This is an optimization exercise on Yosys and OpenROAD, whose aim is small area, a short achievable clock period and few clock cycles per item, not a production implementation.
The RTL was checked by simulation tests, not by an equivalence proof against the original design.

==> flow/design.v (outline; a module is shown in full before it is edited, if it fits) <==
// module rot_perm_cbc: 311 lines
// module lane: 22 lines
// module lane_map: 412 lines
// module lane_g: 723 lines
// module kmod94: 127 lines
module rot_perm_cbc (
    input  wire        clk,
    input  wire        rst_n,
    input  wire        sel,
    input  wire        we,
    input  wire [5:0]  addr,
    input  wire [31:0] wdata,
    output reg  [31:0] rdata,
    output wire        irq
);
  // ...
==> flow/flow/run.sh <==
#!/bin/bash
# Own layout flow: the standard flow (standard.sh), with these changes:
#  - between synthesis and floorplan, the combinational cells of the standard
#    synthesis netlist are re-mapped by ABC with an area-oriented script; every
#    sequential cell keeps the instance name and cell type the standard
#    synthesis gave it;
#  - the ports are buffered with sky130_fd_sc_hd__buf_2;
#  - the resizer's setup repair aims for 30.5 ns of setup slack (same clock
#    and constraints; it only repairs harder).
# Each tool's full output goes to a log file of its own in this folder.
set -euo pipefail
W=$(pwd)
P=${FLOW_PLATFORM}
R=$W/orfs/results/$P/rot_perm_cbc/base
LIB=$FLOW_HOME/platforms/$P/lib/sky130_fd_sc_hd__tt_025C_1v80.lib
YOSYS=$(command -v yosys || echo "$FLOW_HOME/../tools/install/yosys/bin/yosys")

# 1. the standard synthesis
bash standard.sh synth > "$W/log_1_synth.txt" 2>&1
cp "$R/1_2_yosys.v" "$W/standard_1_2_yosys.v"

# 2. re-map the combinational logic (sequential cells stay black boxes)
SEQ=$(awk '/^[ \t]*cell[ \t]*\(/ {n=$0; gsub(/.*\(["]?|["]?\).*/,"",n)}
           /^[ \t]*(ff|latch|ff_bank|latch_bank|statetable)[ \t]*\(/ {print n}' "$LIB" | sort -u | tr '\n' ' ')
DU=""
for c in $(sed -n '/DONT_USE_CELLS += /,/^#/p' "$FLOW_HOME/platforms/$P/config.mk" | grep -o "sky130_fd_sc_hd__[a-z0-9_]*"); do
    DU="$DU -dont_use $c"
done
NETLIST="$R/1_2_yosys.v" TOP="$FLOW_TOP" LIB="$LIB" SEQCELLS="$SEQ" DONTUSE="$DU" \
    ABCSCRIPT="$W/flow/area.abc" "$YOSYS" -c "$W/flow/remap.tcl" > "$W/log_2_remap.txt" 2>&1
rm -f "$R/1_synth.odb" "$R/1_synth.sdc"

# 3. the rest of the standard flow, from the re-mapped netlist
bash standard.sh "BUFFER_PORTS_ARGS=-buffer_cell sky130_fd_sc_hd__buf_2" SETUP_SLACK_MARGIN=30.5 \
    finish > "$W/log_3_layout.txt" 2>&1
==> flow/flow/area.abc <==
strash
&get -n
&dch -f
&nf -R 1000
&put
strash
&get -n
&dch -f
&nf -R 1000
&put
strash
&get -n
&dch -f
&nf -R 1000
&put
strash
&get -n
&dch -f
&nf -R 1000
&put
strash
&get -n
&dch -f
&nf -R 1000
&put
topo
==> flow/flow/remap.tcl <==
# Re-map the combinational logic of the standard synthesis netlist for area.
# Registers (and every other sequential cell) stay exactly as the standard
# synthesis made them: same instances, names and cell types.
# env: NETLIST (in/out), TOP, LIB, SEQCELLS, DONTUSE, ABCSCRIPT
yosys read_liberty -ignore_miss_func $::env(LIB)
yosys blackbox {*}$::env(SEQCELLS)
yosys read_verilog $::env(NETLIST)
yosys hierarchy -check -top $::env(TOP)
yosys flatten
yosys techmap
yosys opt -fast -purge
yosys read_liberty -overwrite -setattr liberty_cell -lib $::env(LIB)
yosys tee -o $::env(NETLIST).pre.stat stat
yosys abc -script $::env(ABCSCRIPT) -liberty $::env(LIB) {*}$::env(DONTUSE)
yosys setundef -zero
yosys splitnets
yosys opt_clean -purge
yosys hilomap -singleton -hicell sky130_fd_sc_hd__conb_1 HI -locell sky130_fd_sc_hd__conb_1 LO
yosys insbuf -buf sky130_fd_sc_hd__buf_4 A X
yosys check -assert -mapped
yosys tee -o $::env(NETLIST).stat stat -liberty $::env(LIB)
yosys write_verilog -noattr -nohex -nodec $::env(NETLIST)
==> flow/standard.sh <==
#!/bin/bash
# synth_recipe.tcl (not shown) runs the flow's synth.tcl, then flattens the netlist and writes it again
# the make line also repeats each setting of config.mk as NAME=value (left out here)
make -C /OpenROAD-flow-scripts/flow DESIGN_CONFIG=/design/flow/config.mk WORK_HOME=/design/flow/orfs CLKGATE_MAP_FILE= SYNTH_SCRIPT=/design/flow/synth_recipe.tcl "${@:-finish}"
==> flow/config.mk <==
export PLATFORM = sky130hd
export DESIGN_NAME = rot_perm_cbc
export DESIGN_NICKNAME = rot_perm_cbc
export VERILOG_FILES = /design/flow/design.v
export SDC_FILE = /design/flow/constraint.sdc
export NUM_CORES = 8
export LEC_CHECK = 0
export ABC_AREA = 1
export CAP_MARGIN = 20
export CORE_MARGIN = 2
export CORE_UTILIZATION = 60
export CTS_CLUSTER_DIAMETER = 80
export CTS_CLUSTER_SIZE = 20
export SLEW_MARGIN = 20
==> flow/constraint.sdc <==
create_clock -name core_clock -period 55.0 [get_ports {clk}]
set_input_delay 11.0000 -clock core_clock [delete_from_list [all_inputs] [get_ports {clk}]]
set_output_delay 11.0000 -clock core_clock [all_outputs]
set_load 0.01 [all_outputs]
==> flow_summary_export.csv, run 1 <==
group,metric,value,unit
logic_synthesis,syn-cell-area,49960,um2
final_layout,utilization,0.6656,
worst_setup_path,critPathCaptureType,"output port",
final_layout,buffers,223,
cts,clk_latency,0.65,ns
worst_setup_path,crit_end,"rdata[9]",
worst_setup_path,path_max_fanout,32,
cts,ctsHoldBuffers,0,
final_layout,nets,5962,
floorplan,coreArea,82240,um2
place,post-place-ws,29.98,ns
cts,cts_tree,"yes",
detailed_routing,vias,51240,
detailed_routing,wl_per_cell,32.56,um
detailed_routing,maxUsedRoutingLayer,"met5",
final_layout,drive_gt1_frac,0.06677,
detailed_routing,ant_nets,0,
final_layout,nNonClkInverters,82,
grt,gr-total-overflow,0,
worst_setup_path,crit_family,"buffers and inverters",
status,status,"no timing/DRC/antenna violations",
place,gp_routability_congestion,1.059,
sta,tightest_slew,1.241,ns
grt,use_met2,0.7105,
sta,min_period_over_period,0.4466,
grt,grt_use_total,0.5235,
detailed_routing,drc,0,
floorplan,die_y,292.6,um
cts,clkTransAtPathRegs,0.09,ns
worst_setup_path,crit_start,"addr[4]",
final_layout,antennaDiodeCount,8,
final_layout,syn_to_final_growth,9.572,%
worst_setup_path,crit_cells,11,
grt,met1_usage,0.6258,
worst_setup_path,critPathLaunchType,"input port",
floorplan,taps,1070,
final_layout,multi_input_area,31150,um2
grt,grt_pass1_vias,47030,
place,detailed_place_hpwl,157.2,mm
Testbench counts, summed over its fixed seeds: cycles 19,358, blocks 1,358.
==> module rot_perm_cbc, before the edit <==
module rot_perm_cbc (
    input  wire        clk,
    input  wire        rst_n,
    input  wire        sel,
    input  wire        we,
    input  wire [5:0]  addr,
    input  wire [31:0] wdata,
    output reg  [31:0] rdata,
    output wire        irq
);
    localparam [3:0] OP_NOP        = 4'd0;
    localparam [3:0] OP_START_ENC  = 4'd1;
    localparam [3:0] OP_START_DEC  = 4'd2;
    localparam [3:0] OP_ENC_BLOCK  = 4'd3;
    localparam [3:0] OP_ENC_FINAL  = 4'd4;
    localparam [3:0] OP_DEC_BLOCK  = 4'd5;
    localparam [3:0] OP_DEC_FINAL  = 4'd6;
    localparam [3:0] OP_RAW_ENC    = 4'd7;
    localparam [3:0] OP_RAW_DEC    = 4'd8;
    localparam [3:0] OP_LOAD_CHAIN = 4'd9;
    localparam [3:0] OP_ABORT      = 4'd10;
    localparam [3:0] E_ILLEGAL   = 4'd1;
    localparam [3:0] E_BUSY      = 4'd2;
    localparam [3:0] E_SEQ       = 4'd3;
    localparam [3:0] E_LOCKED    = 4'd4;
    localparam [3:0] E_LEN       = 4'd5;
    localparam [3:0] E_PAD_RANGE = 4'd6;
    localparam [3:0] E_BAD_PAD   = 4'd7;
    localparam [1:0] ST_IDLE = 2'd0;
    localparam [1:0] ST_ENC  = 2'd1;
    localparam [1:0] ST_DEC  = 2'd2;
    localparam [1:0] PI_NONE  = 2'd0;    
    localparam [1:0] PI_ENC   = 2'd1;    
    localparam [1:0] PI_UNPAD = 2'd2;    
    localparam [1:0] PI_SKIP  = 2'd3;    
    reg         alpha_sel;
    reg  [31:0] key;
    reg  [1:0]  irqen;
    reg         busy;
    reg  [1:0]  state;
    reg         done;
    reg  [3:0]  err;
    reg  [27:0] msglen;       
    reg  [1:0]  pi_mode;
    reg  [7:0]  pbyte;
    reg  [4:0]  pcnt;
    reg  [127:0] iv;
    reg  [127:0] din;
    reg  [127:0] dout;
    reg  [127:0] chain;
    reg  [127:0] head;        
    reg  [3:0]  pend_op;
    reg  [3:0]  pend_n;
    reg         chk_pad;      
    wire wr = sel & we;
    localparam [5:0] A_CAP = 6'h00, A_CTRL = 6'h01, A_STATUS = 6'h02, A_IRQEN = 6'h03,
                     A_CMD = 6'h04, A_KEY = 6'h05, A_MSGLEN = 6'h06, A_OUTLEN = 6'h07,
                     A_PADINFO = 6'h08;
    wire is_iv  = (addr[5:2] == 4'h3);
    wire is_din = (addr[5:2] == 4'h4);
    wire [3:0] cmd_op = wdata[3:0];
    wire [3:0] cmd_n  = wdata[7:4];
    wire ml_zero = (msglen == 28'd0);
    wire ml_16   = (msglen == 28'd1);
    wire ml_max  = (msglen == 28'hFFFFFFF);
    wire pad_range = alpha_sel && ((ml_zero && cmd_n <= 4'd8) || (ml_16 && cmd_n == 4'd0));
    reg [3:0] cmd_err;
    always @(*) begin
        cmd_err = 4'd0;
        if (busy)
            cmd_err = E_BUSY;
        else if (cmd_op >= 4'd11)
            cmd_err = E_ILLEGAL;
        else if ((cmd_op == OP_START_ENC || cmd_op == OP_START_DEC) && state != ST_IDLE)
            cmd_err = E_SEQ;
        else if ((cmd_op == OP_ENC_BLOCK || cmd_op == OP_ENC_FINAL) && state != ST_ENC)
            cmd_err = E_SEQ;
        else if ((cmd_op == OP_DEC_BLOCK || cmd_op == OP_DEC_FINAL) && state != ST_DEC)
            cmd_err = E_SEQ;
        else if ((cmd_op >= OP_ENC_BLOCK && cmd_op <= OP_DEC_FINAL) && ml_max)
            cmd_err = E_LEN;
        else if (cmd_op == OP_ENC_FINAL && pad_range)
            cmd_err = E_PAD_RANGE;
    end
    reg [3:0] bus_err;
    always @(*) begin
        bus_err = 4'd0;
        if (wr) begin
            if (addr == A_CMD) begin
                if (cmd_op != OP_NOP)
                    bus_err = cmd_err;
            end else if (addr == A_CTRL || addr == A_KEY) begin
                if (busy)
                    bus_err = E_BUSY;
                else if (state != ST_IDLE)
                    bus_err = E_LOCKED;
            end else if (is_iv || is_din) begin
                if (busy)
                    bus_err = E_BUSY;
            end
        end
    end
    wire issue  = wr && addr == A_CMD && cmd_op != OP_NOP && cmd_err == 4'd0;
    wire cfg_ok = !busy && state == ST_IDLE;
    wire [3:0] cur_op = busy ? pend_op : cmd_op;
    wire [3:0] cur_n  = busy ? pend_n  : cmd_n;
    wire op_dp    = (cur_op >= OP_ENC_BLOCK) && (cur_op <= OP_RAW_DEC);
    wire op_dec   = (cur_op == OP_DEC_BLOCK) || (cur_op == OP_DEC_FINAL) || (cur_op == OP_RAW_DEC);
    wire op_xin   = (cur_op == OP_ENC_BLOCK) || (cur_op == OP_ENC_FINAL);
    wire op_final = (cur_op == OP_ENC_FINAL);
    wire op_xout  = (cur_op == OP_DEC_BLOCK) || (cur_op == OP_DEC_FINAL);
    wire [6:0] kp;
    kmod94 u_kmod (.key(key), .kp(kp));
    wire [6:0] kp_enc = kp;                                               
    wire [7:0] kp_d8  = (kp <= 7'd50) ? (8'd50 - {1'b0, kp}) : (8'd144 - {1'b0, kp});
    wire [6:0] kp_dec = kp_d8[6:0];                                       
    wire [7:0] k_enc  = alpha_sel ? {1'b0, kp_enc} : key[7:0];
    wire [7:0] k_dec  = alpha_sel ? {1'b0, kp_dec} : (8'd0 - key[7:0]);
    wire [7:0] lane_k = op_dec ? k_dec : k_enc;
    wire [3:0] amt  = op_dec ? (4'd0 - key[3:0]) : key[3:0];
    wire       half = busy;                  
    reg  [7:0] pb_lo, pb_hi, pb_din;
    integer pa;
    always @(*) begin
        pb_lo  = 8'd0;
        pb_hi  = 8'd0;
        pb_din = 8'd0;
        for (pa = 0; pa < 8; pa = pa + 1) begin
            if (cmd_n[2:0] == pa) pb_lo = head[8*(15-pa) +: 8];      
            if (cmd_n[2:0] == pa) pb_hi = head[8*(7-pa) +: 8];       
        end
        for (pa = 1; pa < 8; pa = pa + 1)
            if (cmd_n[2:0] == pa) pb_din = din[8*(8-pa) +: 8];       
    end
    wire [4:0] pad_cnt_c  = 5'd16 - {1'b0, cmd_n};
    wire [7:0] pad_byte_a = !alpha_sel ? {3'd0, pad_cnt_c} : pb_lo;
    wire [7:0] pad_byte_c = !alpha_sel ? {3'd0, pad_cnt_c} :
                            !cmd_n[3]  ? pb_lo : (ml_zero ? pb_din : pb_hi);
    wire [7:0] lane_pad   = busy ? pbyte : pad_byte_a;
    wire [4:0] pad_cnt    = 5'd16 - {1'b0, pend_n};
    wire [63:0] din_h   = half ? din[127:64]   : din[63:0];
    wire [63:0] chain_h = half ? chain[127:64] : chain[63:0];
    reg  [63:0] lx;
    integer li;
    always @(*) begin
        for (li = 0; li < 8; li = li + 1)
            lx[8*li +: 8] = ((op_final && ({half, li[2:0]} >= cur_n)) ? lane_pad : din_h[8*li +: 8])
                            ^ (op_xin ? chain_h[8*li +: 8] : 8'd0);
    end
    wire [63:0] ly;
    genvar gl;
    generate
        for (gl = 0; gl < 8; gl = gl + 1) begin : g_lane
            lane u_lane (.x(lx[8*gl +: 8]), .asel(alpha_sel), .k(lane_k), .y(ly[8*gl +: 8]));
        end
    endgenerate
    reg  [63:0] lr;
    integer ri;
    reg [2:0] rsrc;
    always @(*) begin
        for (ri = 0; ri < 8; ri = ri + 1) begin
            rsrc = ri[2:0] + amt[2:0];
            lr[8*ri +: 8] = ly[8*rsrc +: 8];
        end
    end
    reg  [127:0] res;
    integer sj;
    reg        from_v;
    always @(*) begin
        for (sj = 0; sj < 8; sj = sj + 1) begin
            from_v = ({1'b0, sj[2:0]} + {1'b0, amt[2:0]} >= 4'd8) ^ amt[3];
            res[8*sj +: 8]     = from_v ? lr[8*sj +: 8] : dout[8*sj +: 8];
            res[64+8*sj +: 8]  = from_v ? dout[8*sj +: 8] : lr[8*sj +: 8];
        end
    end
    wire [127:0] dout_new = res ^ (op_xout ? chain : 128'd0);
    wire [27:0] ml_inc    = msglen + 28'd1;      
    wire [7:0]  last_byte = dout_new[127:120];
    wire [31:0] msglen_b = {msglen, 4'd0};
    wire [32:0] unpad    = {1'b0, msglen_b} - {25'd0, pbyte};
    wire [3:0]  err_cur  = (chk_pad && err == 4'd0 && unpad[32]) ? E_BAD_PAD : err;
    wire errclr  = wr && addr == A_STATUS && wdata[8];
    wire [3:0] err_next = errclr ? 4'd0 :
                          (bus_err != 4'd0 && err_cur == 4'd0) ? bus_err : err_cur;
    always @(posedge clk or negedge rst_n) begin
        if (!rst_n) begin
            alpha_sel <= 1'b0;
            key       <= 32'd0;
            irqen     <= 2'd0;
            busy      <= 1'b0;
            chk_pad   <= 1'b0;
            state     <= ST_IDLE;
            done      <= 1'b0;
            err       <= 4'd0;
            msglen    <= 28'd0;
            pi_mode   <= PI_NONE;
            iv        <= 128'd0;
            din       <= 128'd0;
            dout      <= 128'd0;
            chain     <= 128'd0;
        end else begin
            err     <= err_next;
            chk_pad <= busy && pend_op == OP_DEC_FINAL && !alpha_sel;
            if (wr) begin
                case (addr)
                    A_CTRL:   if (cfg_ok) alpha_sel <= wdata[0];
                    A_KEY:    if (cfg_ok) key <= wdata;
                    A_IRQEN:  irqen <= wdata[1:0];
                    A_STATUS: if (wdata[3]) done <= 1'b0;
                    default: ;
                endcase
                if (is_iv && !busy)
                    iv[32*addr[1:0] +: 32] <= wdata;
                if (is_din && !busy)
                    din[32*addr[1:0] +: 32] <= wdata;
            end
            if (issue) begin
                busy <= 1'b1;
                if (op_dp)
                    dout[63:0] <= lr;        
            end
            if (busy) begin
                busy <= 1'b0;
                done <= 1'b1;
                case (pend_op)
                    OP_START_ENC, OP_START_DEC: begin
                        chain   <= iv;
                        msglen  <= 28'd0;
                        pi_mode <= PI_NONE;
                        state   <= (pend_op == OP_START_ENC) ? ST_ENC : ST_DEC;
                    end
                    OP_ENC_BLOCK: begin
                        dout   <= dout_new;
                        chain  <= dout_new;
                        msglen <= ml_inc;
                    end
                    OP_ENC_FINAL: begin
                        dout    <= dout_new;
                        chain   <= dout_new;
                        msglen  <= ml_inc;
                        pi_mode <= PI_ENC;
                        state   <= ST_IDLE;
                    end
                    OP_DEC_BLOCK: begin
                        dout   <= dout_new;
                        chain  <= din;
                        msglen <= ml_inc;
                    end
                    OP_DEC_FINAL: begin
                        dout    <= dout_new;
                        chain   <= din;
                        msglen  <= ml_inc;
                        state   <= ST_IDLE;
                        pi_mode <= alpha_sel ? PI_SKIP : PI_UNPAD;
                    end
                    OP_RAW_ENC, OP_RAW_DEC: dout <= dout_new;
                    OP_LOAD_CHAIN: chain <= iv;
                    OP_ABORT:      state <= ST_IDLE;
                    default: ;
                endcase
            end
        end
    end
    always @(posedge clk) begin
        pend_op <= cmd_op;
        pend_n  <= cmd_n;
        if (busy && pend_op == OP_ENC_BLOCK) begin
            if (ml_zero)
                head[119:0] <= din[127:8];
            if (ml_16)
                head[127:120] <= din[7:0];
        end
        if (issue && cmd_op == OP_ENC_FINAL)
            pbyte <= pad_byte_c;
        if (busy && pend_op == OP_ENC_FINAL)
            pcnt  <= pad_cnt;
        if (busy && pend_op == OP_DEC_FINAL && !alpha_sel)
            pbyte <= last_byte;
    end
    wire [31:0] outlen   = (pi_mode == PI_UNPAD) ? (unpad[32] ? 32'd0 : unpad[31:0]) :
                           pi_mode[0] ? msglen_b : 32'd0;
    wire [7:0]  pi_cnt   = (pi_mode == PI_ENC) ? {3'd0, pcnt} : (pi_mode == PI_UNPAD) ? pbyte : 8'd0;
    wire [7:0]  pi_byte  = (pi_mode == PI_ENC || pi_mode == PI_UNPAD) ? pbyte : 8'd0;
    wire [31:0] padinfo  = {15'd0, pi_mode == PI_SKIP, pi_byte, pi_cnt};
    wire [3:0] a_w = {addr[1:0] == 2'd3, addr[1:0] == 2'd2, addr[1:0] == 2'd1, addr[1:0] == 2'd0};
    wire g_0  = addr[5:2] == 4'h0;
    wire g_1  = addr[5:2] == 4'h1;
    wire g_2  = addr[5:2] == 4'h2;
    wire g_iv = addr[5:2] == 4'h3;
    wire g_di = addr[5:2] == 4'h4;
    wire g_do = addr[5:2] == 4'h5;
    wire g_ch = addr[5:2] == 4'h6;
    function automatic [31:0] sel_word;
        input [127:0] b;
        input         g;
        input [3:0]   w;
        begin
            sel_word = ({32{g & w[0]}} & b[31:0])  | ({32{g & w[1]}} & b[63:32]) |
                       ({32{g & w[2]}} & b[95:64]) | ({32{g & w[3]}} & b[127:96]);
        end
    endfunction
    always @(*) begin
        rdata = sel_word(iv, g_iv, a_w) | sel_word(din, g_di, a_w) |
                sel_word(dout, g_do, a_w) | sel_word(chain, g_ch, a_w) |
                sel_word({{30'd0, irqen}, {24'd0, err_cur, done, state, busy},
                          {31'd0, alpha_sel}, 32'h00005E10}, g_0, a_w) |
                sel_word({outlen, msglen_b, key, 32'd0}, g_1, a_w) |
                ({32{g_2 & a_w[0]}} & padinfo);
    end
    assign irq = (irqen[0] & done) | (irqen[1] & (err_cur != 4'd0));
endmodule
==> inputs of run 2 (changes only) <==
--- a/flow/design.v
+++ b/flow/design.v
@@ -54,2 +54,3 @@
     reg         chk_pad;      
+    reg         chain_pend;   
     wire wr = sel & we;
@@ -141,3 +142,3 @@
     wire [63:0] din_h   = half ? din[127:64]   : din[63:0];
-    wire [63:0] chain_h = half ? chain[127:64] : chain[63:0];
+    wire [63:0] chain_h = half ? chain[127:64] : (chain_pend ? dout[63:0] : chain[63:0]);
     reg  [63:0] lx;
@@ -165,15 +166,12 @@
     end
-    reg  [127:0] res;
+    wire [63:0] dx_lo = lr ^ (op_xout ? chain[63:0]   : 64'd0);
+    wire [63:0] dx_hi = lr ^ (op_xout ? chain[127:64] : 64'd0);
+    reg  [7:0]  to_lo;           
     integer sj;
-    reg        from_v;
     always @(*) begin
-        for (sj = 0; sj < 8; sj = sj + 1) begin
-            from_v = ({1'b0, sj[2:0]} + {1'b0, amt[2:0]} >= 4'd8) ^ amt[3];
-            res[8*sj +: 8]     = from_v ? lr[8*sj +: 8] : dout[8*sj +: 8];
-            res[64+8*sj +: 8]  = from_v ? dout[8*sj +: 8] : lr[8*sj +: 8];
-        end
+        for (sj = 0; sj < 8; sj = sj + 1)
+            to_lo[sj] = ~(({1'b0, sj[2:0]} + {1'b0, amt[2:0]} >= 4'd8) ^ amt[3] ^ busy);
     end
-    wire [127:0] dout_new = res ^ (op_xout ? chain : 128'd0);
     wire [27:0] ml_inc    = msglen + 28'd1;      
-    wire [7:0]  last_byte = dout_new[127:120];
+    wire [7:0]  last_byte = to_lo[7] ? dout[127:120] : dx_hi[63:56];
     wire [31:0] msglen_b = {msglen, 4'd0};
@@ -184,2 +182,3 @@
                           (bus_err != 4'd0 && err_cur == 4'd0) ? bus_err : err_cur;
+    integer dj;
     always @(posedge clk or negedge rst_n) begin
@@ -191,2 +190,3 @@
             chk_pad   <= 1'b0;
+            chain_pend <= 1'b0;
             state     <= ST_IDLE;
@@ -216,7 +216,15 @@
             end
-            if (issue) begin
+            if (issue)
                 busy <= 1'b1;
-                if (op_dp)
-                    dout[63:0] <= lr;        
+            if ((issue || busy) && op_dp) begin
+                for (dj = 0; dj < 8; dj = dj + 1) begin
+                    if (to_lo[dj])
+                        dout[8*dj +: 8] <= dx_lo[8*dj +: 8];
+                    else
+                        dout[64+8*dj +: 8] <= dx_hi[8*dj +: 8];
+                end
             end
+            chain_pend <= 1'b0;
+            if (chain_pend)
+                chain <= dout;
             if (busy) begin
@@ -232,9 +240,7 @@
                     OP_ENC_BLOCK: begin
-                        dout   <= dout_new;
-                        chain  <= dout_new;
-                        msglen <= ml_inc;
+                        chain_pend <= 1'b1;
+                        msglen     <= ml_inc;
                     end
                     OP_ENC_FINAL: begin
-                        dout    <= dout_new;
-                        chain   <= dout_new;
+                        chain_pend <= 1'b1;
                         msglen  <= ml_inc;
@@ -244,3 +250,2 @@
                     OP_DEC_BLOCK: begin
-                        dout   <= dout_new;
                         chain  <= din;
@@ -249,3 +254,2 @@
                     OP_DEC_FINAL: begin
-                        dout    <= dout_new;
                         chain   <= din;
@@ -255,3 +259,2 @@
                     end
-                    OP_RAW_ENC, OP_RAW_DEC: dout <= dout_new;
                     OP_LOAD_CHAIN: chain <= iv;
@@ -290,4 +293,4 @@
     wire g_di = addr[5:2] == 4'h4;
-    wire g_do = addr[5:2] == 4'h5;
-    wire g_ch = addr[5:2] == 4'h6;
+    wire g_do = (addr[5:2] == 4'h5) | ((addr[5:2] == 4'h6) & chain_pend);
+    wire g_ch = (addr[5:2] == 4'h6) & ~chain_pend;
     function automatic [31:0] sel_word;
==> run 2 against run 1 <==
Highest routed layer unchanged. Non-clock buffer count decreased by 26. Still clean on timing, DRC and antenna. Critical endpoint is now rdata[29]. Setup slack got worse by 0.10 ns.
==> flow_summary_export.csv, run 2 <==
group,metric,value,unit
worst_setup_path,rr_worst_depth,80,
grt,grt_pass1_wl,302.6,mm
logic_synthesis,ys.warnings.count,1,
final_layout,final_common_cell,"nand2_1",
cts,h-tree-depth,2,
cts,cts_tree,"yes",
detailed_routing,drt_iter0_markers,9216,
floorplan,fp.dieW,288.3,um
sta,final_hold_viol_count,0,
final_layout,instances_no_fill,6642,
floorplan,coreArea,80290,um2
detailed_routing,drc,0,
place,detailed_place_hpwl,149.6,mm
grt,grt_pass1_vias,43540,
grt,grt_use_total,0.5031,
hold_path,min_path_type,"reg -> reg",
worst_setup_path,crit_type,"in -> out",
hold_path,hold_path_depth,2,
grt,gr-total-overflow,0,
sta,fin_tns_setup,0,ns
cts,cts.sinks,736,
place,gp_routability_congestion,1.021,
worst_setup_path,cp_slowest_cell,"buf_4",
logic_synthesis,synth.avg_cell_area,9.093,um2
sta,fin_ws,30.33,ns
sta,relSlewSlack,0.1339,
place,portBuffers,74,
worst_setup_path,critPathBufInv,3,
final_layout,nets,5586,
sta,setup_violations,0,
floorplan,num_io_pins,75,
logic_synthesis,syn_inst,5334,
sta,grt_setup_unrepaired,"yes",
floorplan,rows,104,
worst_setup_path,critPathCaptureType,"output port",
worst_setup_path,path_max_fanout,32,
place,place_inst,6553,
place,post-place-ws,29.29,ns
sta,tightest_slew,1.297,ns
final_layout,syn_to_final_growth,8.789,%
floorplan,die_area,83130,um2
sta,min_period_over_period,0.4485,
detailed_routing,vias,48130,
detailed_routing,ant_nets,0,
detailed_routing,viasPerCell,7.246,
cts,clkTransAtPathRegs,0.09,ns
grt,grt_max_degree,135,
sta,slew_viol_final,0,
detailed_routing,wl_met3,33.63,mm
detailed_routing,wl_met1,74.48,mm
final_layout,final_cell_mix,"nand2_1 (647), nor2_1 (620), dfrtp_1 (583)",
logic_synthesis,syn-cell-area,48500,um2
sta,final.min_clock_period,24.67,ns
worst_setup_path,required,44.00,ns
worst_setup_path,critPathLaunchType,"input port",
cts,ctsHoldBuffers,0,
final_layout,fillers,6722,
job,cap_violations,0,
worst_setup_path,max_stage_delay,0.61,ns
worst_setup_path,worstPathArrival,13.67,ns
sta,max_freq,40.54,MHz
detailed_routing,maxUsedRoutingLayer,"met5",
cts,cts_root_buf,"clkbuf_16",
floorplan,die_y,288.3,um
sta,finClkSkew,0.08084,ns
worst_setup_path,cp_cell_sequence,"buf_2 > nand2b_1 > or3_4 > nor2_4 > buf_4 > a22oi_1 > nand4_1 > a221oi_1 > nand4_1 > a21oi_2 > o21ai_1 > buf_2",
grt,antenna_found_initial,15,
final_layout,drive_gt1_frac,0.05849,
detailed_routing,wl_met2,85.09,mm
cts,cts_max_path_buffers,3,
status,status,"no timing/DRC/antenna violations",
worst_setup_path,crit_cells,12,
detailed_routing,wl_per_cell,32.14,um
cts,numCtsBuffers,43,
cts,clk_latency,0.68,ns
logic_synthesis,syn-num-nets,5376,
worst_setup_path,crit_family,"simple AND/OR/NAND/NOR gates",
detailed_routing,dr.pass1.iters,13,
floorplan,initial_core_util,0.6041,
detailed_routing,wl,213.5,mm
[run 2: timing repair]
item / in CTS / in global routing
setup buffers: 2 / 3
gates resized for setup: 22 / 28
pin swaps: 2 / 5
endpoints found under the setup margin: 27 / 23
[run 2: per-layer routing]
| layer | GRT usage | up-vias |
|---|---|---|
| met3 | 0.1978 | 1110 |
| met4 | 0.3644 | 10 |
| met1 | 0.6333 | 22810 |
| met5 | 0.008523 | - |
| met2 | 0.7008 | 3942 |
| li1 | - | 20260 |
[run 2: final timing paths]
kind | startpoint | endpoint | slack [ns]
worst max-delay path | addr[5] | rdata[29] | 30.33
worst min-delay path | iv[76]$_DFFE_PN0P_ | chain[76]$_DFF_PN0_ | 0.51
worst max register to register | key[2]$_DFFE_PN0P_ | pbyte[4]$_DFFE_PP_ | 35.72
worst min register to register | iv[76]$_DFFE_PN0P_ | chain[76]$_DFF_PN0_ | 0.51
max in group asynchronous | rst_n | key[21]$_DFFE_PN0P_ | 42.04
min in group asynchronous | rst_n | err[3]$_DFF_PN0_ | 10.41
[run 2: stage by stage]
step / utilization / cell area [um2] / hold slack, ns
6_report: 0.6572 / 52760 / 0.5134
5_1_grt: 0.6570 / 52750 / 0.5490
4_1_cts: 0.6551 / 52590 / 0.5201
3_5_place_dp: 0.6376 / 51190 / 0.5000
3_3_place_gp: 0.6376 / 51190 / 0.4772
2_1_floorplan: - / 48500 / 0.4662
[run 2: area by class of cell]
cell class | instances | area, um2 | share of cell area
well taps | 1060 | 1326 | 0.02514
inverters | 91 | 341.6 | 0.006474
diodes | 8 | 20.02 | 0.0003794
multi-input cells | 4475 | 29250 | 0.5544
repair buffers | 197 | 1393 | 0.02639
clock buffers | 67 | 1176 | 0.02229
flip-flops and latches | 736 | 19100 | 0.3619
clock inverters | 8 | 158.9 | 0.003012
[run 2: worst reg2reg max path, delay by kind of cell (launching register included)]
family,cells,cell delay [ns]
DFF,1,0.70
muxes,3,1.32
buffers and inverters,5,0.68
adders and majority gates,4,1.25
and+or+nand+nor,30,5.79
xor gates and xnor gates,13,2.98
AOI/OAI and AO/OA,25,6.34
Testbench counts of run 2, summed over its fixed seeds: cycles 19,358, blocks 1,358.
==> inputs of run 3 (changes only) <==
--- a/flow/flow/area.abc
+++ b/flow/flow/area.abc
@@ -1 +1,36 @@
+strash
+&get -n
+&dch -f
+&nf -R 1000
+&put
+strash
+&get -n
+&dch -f
+&nf -R 1000
+&put
+strash
+&get -n
+&dch -f
+&nf -R 1000
+&put
+strash
+&get -n
+&dch -f
+&nf -R 1000
+&put
+strash
+&get -n
+&dch -f
+&nf -R 1000
+&put
+strash
+&get -n
+&dch -f
+&nf -R 1000
+&put
+strash
+&get -n
+&dch -f
+&nf -R 1000
+&put
 strash
==> run 3 against run 2 <==
Setup slack improved by 0.044 ns. Still clean on timing, DRC and antenna. Largest cell class unchanged. Non-clock buffer count decreased by 9.
==> flow_summary_export.csv, run 3 <==
group,metric,value,unit
worst_setup_path,path_max_fanout,15,
place,post-place-ws,29.31,ns
cts,cts.sinks,736,
logic_synthesis,syn-num-nets,5391,
worst_setup_path,crit_type,"in -> out",
sta,slew_viol_final,0,
place,post_dp_cell_area,50920,um2
grt,grt_pass1_vias,43690,
logic_synthesis,syn_inst,5349,
grt,grt_max_degree,99,
detailed_routing,dr.pass1.iters,12,
sta,relSlewSlack,0.1747,
floorplan,coreArea,80160,um2
floorplan,die_area,82770,um2
floorplan,fp.dieW,287.7,um
final_layout,nets,5592,
detailed_routing,ant_nets,0,
worst_setup_path,critPathBufInv,3,
detailed_routing,drt_iter0_markers,9092,
detailed_routing,vias,48570,
cts,numCtsBuffers,43,
worst_setup_path,cp_slowest_cell,"o21ai_0",
floorplan,initial_core_util,0.6024,
final_layout,syn_to_final_growth,8.815,%
sta,max_freq,40.61,MHz
logic_synthesis,syn-cell-area,48290,um2
worst_setup_path,max_stage_delay,0.58,ns
cts,cts_root_buf,"clkbuf_16",
detailed_routing,viasPerCell,7.313,
sta,setup_violations,0,
sta,tightest_slew,1.204,ns
final_layout,final_cell_mix,"nor2_1 (631), nand2_1 (620), dfrtp_1 (583)",
worst_setup_path,crit_family,"simple AND/OR/NAND/NOR gates",
sta,grt_setup_unrepaired,"yes",
sta,finClkSkew,0.03465,ns
worst_setup_path,worstPathArrival,13.62,ns
grt,grt_use_total,0.5113,
cts,ctsHoldBuffers,0,
detailed_routing,drc,0,
cts,cts_max_path_buffers,3,
place,gp_routability_congestion,1.047,
grt,gr-total-overflow,0,
sta,final_hold_viol_count,0,
worst_setup_path,critPathCaptureType,"output port",
sta,holdWs,0.5230,ns
logic_synthesis,ys.warnings.count,1,
place,detailed_place_hpwl,149.4,mm
cts,clk_latency,0.66,ns
worst_setup_path,critPathLaunchType,"input port",
place,place_inst,6552,
sta,fin_ws,30.38,ns
final_layout,final_common_cell,"nor2_1",
sta,min_period_over_period,0.4477,
logic_synthesis,synth.avg_cell_area,9.028,um2
cts,h-tree-depth,2,
detailed_routing,wl,215.4,mm
final_layout,utilization,0.6555,
final_layout,final_cell_area,52550,um2
floorplan,rows,104,
hold_path,min_path_type,"reg -> reg",
detailed_routing,wl_per_cell,32.43,um
sta,fin_tns_setup,0,ns
final_layout,drive_gt1_frac,0.05918,
worst_setup_path,cp_cell_sequence,"buf_2 > nor2b_1 > nand2_1 > nor3_2 > buf_4 > nand2_4 > o21ai_0 > buf_2",
worst_setup_path,reg2reg_slack,36.67,ns
sta,final.min_clock_period,24.62,ns
status,status,"no timing/DRC/antenna violations",
final_layout,instances_no_fill,6642,
worst_setup_path,critPathMostFrequentCell,"buf_2",
cts,cts_tree,"yes",
place,portBuffers,74,
job,cap_violations,0,
grt,antenna_found_initial,8,
floorplan,die_y,287.7,um
worst_setup_path,required,44.00,ns
cts,clkTransAtPathRegs,0.09,ns
grt,grt_pass1_wl,306.3,mm
floorplan,num_io_pins,75,
[run 3: cell count changes in the layout (fill, tap and decap cells not counted), sizes merged, moves of 11 or more]
cell / delta
o211ai: +13
nor2b: -11
nor2: +18
nand3: +23
mux2: -21
or3: +14
nand2: -28
xnor2: -29
nand4: -12
maj3: -14
a21oi: +38
and2: +12
[run 3: repair_timing]
action                     4_1_cts  5_1_grt
setup buffers                    6        5
pin swaps                        3        4
setup endpoints to repair       31       30
resized for setup               24       30
[run 3: worst paths after layout]
check / cells after the start / end / start
setup / recovery: 8 / rdata[29] / addr[2]
max in group asynchronous: 4 / din[20]$_DFFE_PN0P_ / rst_n
min in group asynchronous: 1 / iv[65]$_DFFE_PN0P_ / rst_n
setup reg to reg: 88 / pbyte[6]$_DFFE_PP_ / key[10]$_DFFE_PN0P_
hold / removal: 1 / iv[123]$_DFFE_PN0P_ / iv[123]$_DFFE_PN0P_
hold reg to reg: 1 / iv[123]$_DFFE_PN0P_ / iv[123]$_DFFE_PN0P_
[run 3: cell type report]
type                       count  area [um2]
fill                        6809       27610
inverter                      98       367.9
antenna                        6       15.01
clock buffer                  65        1190
sequential                   736       19090
clock inverter                 6       76.32
timing repair buffer         188        1358
multi-input combinational   4483       29120
tap                         1060        1326
[run 3: worst register-to-register path, delay by kind of cell, from the launching register on]
| kind | cells | cell delay (ns) |
|---|---|---|
| mux | 2 | 0.59 |
| xor+xnor | 12 | 2.48 |
| buf+inv | 8 | 1.37 |
| fa+ha+maj | 6 | 2.39 |
| flops | 1 | 0.61 |
| simple gates | 38 | 5.61 |
| compound gates | 22 | 5.05 |
[run 3: per-layer routing]
metal  vias to the layer above  track usage  part of all wire
met2                      4158       0.7035              0.39
met1                     23060       0.6646              0.35
met4                         4       0.3483             0.093
met5                         -            0           0.00035
li1                      20330            -                 -
met3                      1015       0.1929              0.16
==> inputs of run 4 (changes only) <==
--- a/flow/design.v
+++ b/flow/design.v
@@ -282,4 +282,2 @@
     end
-    wire [31:0] outlen   = (pi_mode == PI_UNPAD) ? (unpad[32] ? 32'd0 : unpad[31:0]) :
-                           pi_mode[0] ? msglen_b : 32'd0;
     wire [7:0]  pi_cnt   = (pi_mode == PI_ENC) ? {3'd0, pcnt} : (pi_mode == PI_UNPAD) ? pbyte : 8'd0;
@@ -309,3 +307,5 @@
                           {31'd0, alpha_sel}, 32'h00005E10}, g_0, a_w) |
-                sel_word({outlen, msglen_b, key, 32'd0}, g_1, a_w) |
+                ({32{g_1 & a_w[1]}} & key) |
+                ({32{g_1 & (a_w[2] | (a_w[3] & pi_mode[0]))}} & msglen_b) |    
+                ({32{g_1 & a_w[3] & (pi_mode == PI_UNPAD) & ~unpad[32]}} & unpad[31:0]) |
                 ({32{g_2 & a_w[0]}} & padinfo);
--- a/flow/flow/run.sh
+++ b/flow/flow/run.sh
@@ -3,4 +3,5 @@
 #  - between synthesis and floorplan, the combinational cells of the standard
-#    synthesis netlist are re-mapped by ABC with an area-oriented script; every
-#    sequential cell keeps the instance name and cell type the standard
+#    synthesis netlist, all but its full adders, are re-mapped by ABC with
+#    area-oriented scripts (several are tried; the smallest result is kept);
+#    every sequential cell keeps the instance name and cell type the standard
 #    synthesis gave it;
@@ -21,5 +22,7 @@
 
-# 2. re-map the combinational logic (sequential cells stay black boxes)
+# 2. re-map the combinational logic (sequential cells and full adders stay
+#    black boxes)
 SEQ=$(awk '/^[ \t]*cell[ \t]*\(/ {n=$0; gsub(/.*\(["]?|["]?\).*/,"",n)}
            /^[ \t]*(ff|latch|ff_bank|latch_bank|statetable)[ \t]*\(/ {print n}' "$LIB" | sort -u | tr '\n' ' ')
+SEQ="$SEQ sky130_fd_sc_hd__fa_1 sky130_fd_sc_hd__fa_2 sky130_fd_sc_hd__fa_4"
 DU=""
@@ -28,4 +31,16 @@
 done
-NETLIST="$R/1_2_yosys.v" TOP="$FLOW_TOP" LIB="$LIB" SEQCELLS="$SEQ" DONTUSE="$DU" \
-    ABCSCRIPT="$W/flow/area.abc" "$YOSYS" -c "$W/flow/remap.tcl" > "$W/log_2_remap.txt" 2>&1
+best=""; best_area=""
+for s in area_a area_b area_c area_d area_e area_f area_g area_h; do
+    cp "$W/standard_1_2_yosys.v" "$W/remap_$s.v"
+    NETLIST="$W/remap_$s.v" TOP="$FLOW_TOP" LIB="$LIB" SEQCELLS="$SEQ" DONTUSE="$DU" \
+        ABCSCRIPT="$W/flow/$s.abc" "$YOSYS" -c "$W/flow/remap.tcl" > "$W/log_2_remap_$s.txt" 2>&1 || continue
+    a=$(awk '/Chip area/ {print $NF}' "$W/remap_$s.v.stat")
+    echo "remap $s: $a" >> "$W/log_2_remap_choice.txt"
+    if [[ -z "$best" ]] || awk -v a="$a" -v b="$best_area" 'BEGIN {exit !(a < b)}'; then
+        best=$s; best_area=$a
+    fi
+done
+echo "kept $best ($best_area)" >> "$W/log_2_remap_choice.txt"
+cp "$W/remap_$best.v" "$R/1_2_yosys.v"
+for f in "$W"/remap_area_*.v; do [[ "$f" == "$W/remap_$best.v" ]] || rm -f "$f"; done
 rm -f "$R/1_synth.odb" "$R/1_synth.sdc"
==> flow/flow/area_a.abc (new file) <==
strash
&get -n
&dch -f
&nf -R 1000
&put
strash
&get -n
&dch -f
&nf -R 1000
&put
strash
&get -n
&dch -f
&nf -R 1000
&put
strash
&get -n
&dch -f
&nf -R 1000
&put
strash
&get -n
&dch -f
&nf -R 1000
&put
strash
&get -n
&dch -f
&nf -R 1000
&put
strash
&get -n
&dch -f
&nf -R 1000
&put
strash
&get -n
&dch -f
&nf -R 1000
&put
strash
&get -n
&dch -f
&nf -R 1000
&put
strash
&get -n
&dch -f
&nf -R 1000
&put
strash
&get -n
&dch -f
&nf -R 1000
&put
strash
&get -n
&dch -f
&nf -R 1000
&put
topo
==> flow/flow/area_b.abc (new file) <==
strash
&get -n
&dch -f
&nf -R 1000
&put
strash
&get -n
&dch -f
&nf -R 1000
&put
strash
&get -n
&dch -f
&nf -R 1000
&put
strash
&get -n
&dch -f
&nf -R 1000
&put
strash
&get -n
&dch -f
&nf -R 1000
&put
strash
&get -n
&dch -f
&nf -R 1000
&put
strash
&get -n
&dch -f
&nf -R 1000
&put
strash
&get -n
&dch -f
&nf -R 1000
&put
topo
==> flow/flow/area_c.abc (new file) <==
strash
&get -n
&dch -f
&nf -R 1000
&put
strash
&get -n
&dch -f
&nf -R 1000
&put
strash
&get -n
&dch -f
&nf -R 1000
&put
strash
&get -n
&dch -f
&nf -R 1000
&put
strash
&get -n
&dch -f
&nf -R 1000
&put
strash
&get -n
&dch -f
&nf -R 1000
&put
strash
&get -n
&dch -f
&nf -R 1000
&put
strash
&get -n
&dch -f
&nf -R 1000
&put
strash
&get -n
&dch -f
&nf -R 1000
&put
strash
&get -n
&dch -f
&nf -R 1000
&put
strash
&get -n
&dch -f
&nf -R 1000
&put
strash
&get -n
&dch -f
&nf -R 1000
&put
strash
&get -n
&dch -f
&nf -R 1000
&put
strash
&get -n
&dch -f
&nf -R 1000
&put
strash
&get -n
&dch -f
&nf -R 1000
&put
strash
&get -n
&dch -f
&nf -R 1000
&put
strash
&get -n
&dch -f
&nf -R 1000
&put
strash
&get -n
&dch -f
&nf -R 1000
&put
strash
&get -n
&dch -f
&nf -R 1000
&put
strash
&get -n
&dch -f
&nf -R 1000
&put
topo
==> flow/flow/area_d.abc (new file) <==
strash
&get -n
&dch -f
&nf -R 1000
&put
strash
&get -n
&dch -f
&nf -R 1000
&put
strash
&get -n
&dch -f
&nf -R 1000
&put
strash
&get -n
&dch -f
&nf -R 1000
&put
strash
&get -n
&dch -f
&nf -R 1000
&put
topo
==> flow/flow/area_e.abc (new file) <==
strash
dc2
strash
&get -n
&dch -f
&nf -R 1000
&put
strash
&get -n
&dch -f
&nf -R 1000
&put
strash
&get -n
&dch -f
&nf -R 1000
&put
strash
&get -n
&dch -f
&nf -R 1000
&put
strash
&get -n
&dch -f
&nf -R 1000
&put
topo
==> flow/flow/area_f.abc (new file) <==
strash
dch -f
amap
strash
&get -n
&dch -f
&nf -R 1000
&put
strash
&get -n
&dch -f
&nf -R 1000
&put
strash
&get -n
&dch -f
&nf -R 1000
&put
topo
==> flow/flow/area_g.abc (new file) <==
strash
&get -n
&dch -f
&nf -R 1000
&put
strash
&get -n
&dch -f
&nf -R 1000
&put
strash
&get -n
&dch -f
&nf -R 1000
&put
strash
&get -n
&dch -f
&nf -R 1000
&put
strash
&get -n
&dch -f
&nf -R 1000
&put
strash
&get -n
&dch -f
&nf -R 1000
&put
strash
&get -n
&dch -f
&nf -R 1000
&put
strash
&get -n
&dch -f
&nf -R 1000
&put
strash
&get -n
&dch -f
&nf -R 1000
&put
strash
&get -n
&dch -f
&nf -R 1000
&put
topo
==> flow/flow/area_h.abc (new file) <==
strash
&get -n
&dch -f
&nf -R 1000
&put
strash
&get -n
&dch -f
&nf -R 1000
&put
strash
&get -n
&dch -f
&nf -R 1000
&put
strash
&get -n
&dch -f
&nf -R 1000
&put
strash
&get -n
&dch -f
&nf -R 1000
&put
strash
&get -n
&dch -f
&nf -R 1000
&put
strash
&get -n
&dch -f
&nf -R 1000
&put
strash
&get -n
&dch -f
&nf -R 1000
&put
strash
&get -n
&dch -f
&nf -R 1000
&put
strash
&get -n
&dch -f
&nf -R 1000
&put
strash
&get -n
&dch -f
&nf -R 1000
&put
strash
&get -n
&dch -f
&nf -R 1000
&put
strash
&get -n
&dch -f
&nf -R 1000
&put
strash
&get -n
&dch -f
&nf -R 1000
&put
strash
&get -n
&dch -f
&nf -R 1000
&put
strash
&get -n
&dch -f
&nf -R 1000
&put
topo
--- a/flow/flow/remap.tcl
+++ b/flow/flow/remap.tcl
@@ -1,4 +1,5 @@
 # Re-map the combinational logic of the standard synthesis netlist for area.
-# Registers (and every other sequential cell) stay exactly as the standard
-# synthesis made them: same instances, names and cell types.
+# The cells named in SEQCELLS (every sequential cell; the flow also adds the
+# full adders) stay exactly as the standard synthesis made them: same
+# instances, names and cell types.
 # env: NETLIST (in/out), TOP, LIB, SEQCELLS, DONTUSE, ABCSCRIPT
removed: flow/flow/area.abc
==> run 4 against run 3 <==
Still clean. Critical path type unchanged. Design area down 0.87%. Worst hold slack lost 0.0036 ns. Synthesized cell count fell by 6.3%.
==> flow_summary_export.csv, run 4 <==
group,metric,value,unit
status,status,"no timing/DRC/antenna violations",
place,post-place-ws,29.66,ns
sta,final_hold_viol_count,0,
worst_setup_path,critPathCaptureType,"output port",
worst_setup_path,critPathLaunchType,"input port",
sta,setup_violations,0,
final_layout,drive_gt1_frac,0.06999,
cts,cts_tree,"yes",
final_layout,ff_latch_area,19100,um2
final_layout,nets,5384,
grt,grt_use_total,0.5093,
place,portBuffers,74,
sta,tightest_slew,1.325,ns
job,cap_violations,0,
final_layout,multi_input_area,28270,um2
floorplan,initial_core_util,0.6038,
final_layout,instances_no_fill,6326,
logic_synthesis,synth.avg_cell_area,9.473,um2
cts,h-tree-depth,2,
final_layout,fillers,6634,
sta,fin_ws,30.35,ns
place,gp_routability_congestion,1.053,
floorplan,die_area,81380,um2
detailed_routing,dr.pass1.iters,12,
sta,final.min_clock_period,24.65,ns
detailed_routing,viasPerCell,7.297,
detailed_routing,wl_per_cell,33.36,um
sta,grt_setup_unrepaired,"yes",
worst_setup_path,path_max_fanout,32,
cts,numCtsBuffers,46,
detailed_routing,ant_nets,0,
logic_synthesis,syn-num-nets,5152,
sta,max_freq,40.56,MHz
cts,clkTransAtPathRegs,0.08,ns
worst_setup_path,required,44.00,ns
cts,cts_max_path_buffers,3,
sta,relSlewSlack,0.1075,
detailed_routing,wl,211.0,mm
sta,finClkSkew,0.08197,ns
grt,grt_pass1_vias,42420,
grt,grt_pass1_wl,300.1,mm
detailed_routing,drc,0,
floorplan,rows,103,
worst_setup_path,worstPathArrival,13.65,ns
place,detailed_place_hpwl,147.8,mm
final_layout,syn_to_final_growth,9.732,%
sta,slew_viol_final,0,
logic_synthesis,ys.warnings.count,1,
floorplan,die_y,285.3,um
logic_synthesis,syn_inst,5011,
worst_setup_path,crit_type,"in -> out",
final_layout,final_common_cell,"nand2_1",
place,place_inst,6220,
cts,cts_root_buf,"clkbuf_16",
cts,clk_latency,0.67,ns
floorplan,num_io_pins,75,
detailed_routing,drt_iter0_markers,8443,
floorplan,fp.dieW,285.3,um
cts,cts.sinks,736,
cts,ctsHoldBuffers,0,
hold_path,min_path_type,"reg -> reg",
grt,grt_max_degree,165,
detailed_routing,vias,46160,
logic_synthesis,syn-cell-area,47470,um2
grt,antenna_found_initial,6,
floorplan,coreArea,78610,um2
sta,min_period_over_period,0.4482,
sta,fin_tns_setup,0,ns
final_layout,final_cell_mix,"nand2_1 (650), dfrtp_1 (583), nor2_1 (502)",
grt,gr-total-overflow,0,
-- run 4: per-stage QoR --
step	hold WS, ns	utilization	cell area [um2]
global placement	0.4936	0.6379	50150
detailed placement	0.5001	0.6379	50150
floorplan	0.4595	-	47480
finish	0.5194	0.6626	52090
global route	0.5408	0.6625	52080
CTS	0.5188	0.6580	51730
-- run 4: final timing paths --
kind / start / to / slack [ns] / cells after the start
setup / recovery: addr[5] / rdata[15] / 30.35 / 11
hold / removal: dout[115]$_DFFE_PN0P_ / dout[115]$_DFFE_PN0P_ / 0.52 / 2
setup reg to reg: key[1]$_DFFE_PN0P_ / pbyte[4]$_DFFE_PP_ / 34.38 / 71
hold reg to reg: dout[115]$_DFFE_PN0P_ / dout[115]$_DFFE_PN0P_ / 0.52 / 2
max in group asynchronous: rst_n / iv[80]$_DFFE_PN0P_ / 40.67 / 5
min in group asynchronous: rst_n / chain[2]$_DFF_PN0_ / 10.37 / 1
-- run 4: routing by layer --
metal	routed length [um]	global-route usage	vias to the layer above
li1	-	-	19090
met1	72790	0.6499	22040
met2	82710	0.6982	4035
met3	35990	0.2178	997
met4	19520	0.3475	2
met5	14	0	-
-- run 4: cell type report --
| cell class | count | share of cell area |
|---|---|---|
| sequential | 736 | 0.3666 |
| clock inverter | 11 | 0.003531 |
| clock buffer | 66 | 0.02393 |
| antenna | 4 | 0.0001922 |
| inverter | 107 | 0.007927 |
| timing repair buffer | 216 | 0.02988 |
| multi-input combinational | 4136 | 0.5427 |
| tap | 1050 | 0.02522 |
-- run 4: worst max-delay path: stages --
cell      delay [ns]
buf_2           0.12
nand2b_1        0.18
or3_4           0.45
nor2_4          0.09
buf_4           0.65
a222oi_1        0.26
nand4_1         0.15
a221o_1         0.12
a211oi_1        0.05
o21ai_0         0.31
buf_2           0.25
-- run 4: timing repair --
| action | CTS | global route |
|---|---|---|
| endpoints found under the setup margin | 32 | 75 |
| buffers inserted | 9 | 14 |
| resized for setup | 20 | 56 |
| pin swaps | 6 | 10 |
| cloned | 0 | 1 |
Testbench counts of run 4, summed over its fixed seeds: cycles 19,358, blocks 1,358.

## what the ideal ports hide
Ports are ideal in the flow. The routed layouts listed here were re-timed in OpenROAD. Step 1 assumes that a clkbuf_16 drives the clock port and a buf_2 every other input. Step 2, shift: input delay + t, output delay - t, t = (earliest + latest rising clock arrival at the registers) / 2. This alone moves slack from input paths to output paths. Three values: ideal, step 1, step 2; two values: the first two.
run | shift t [ns] | setup WS [ns] | hold slack, ns | clock arrival spread, ns | slew at the worst register clock pin (ns)
run 1 | 0.716 | 30.437 / 30.416 / 30.416 | 0.474 / 0.474 / 0.474 | 0.029 / 0.029 | 0.10 / 0.10
run 2 | 0.709 | 30.334 / 30.315 / 30.315 | 0.513 / 0.513 / 0.513 | 0.081 / 0.081 | 0.10 / 0.10
run 3 | 0.722 | 30.378 / 30.355 / 30.355 | 0.523 / 0.523 / 0.523 | 0.034 / 0.035 | 0.10 / 0.10
run 4 | 0.707 | 30.347 / 30.328 / 30.328 | 0.519 / 0.519 / 0.519 | 0.082 / 0.082 | 0.10 / 0.10
After both steps every run listed still meets setup and hold. The setup slack of run 3, which loses most, moves by -0.023 ns with the drivers and by -0.023 ns with both steps.
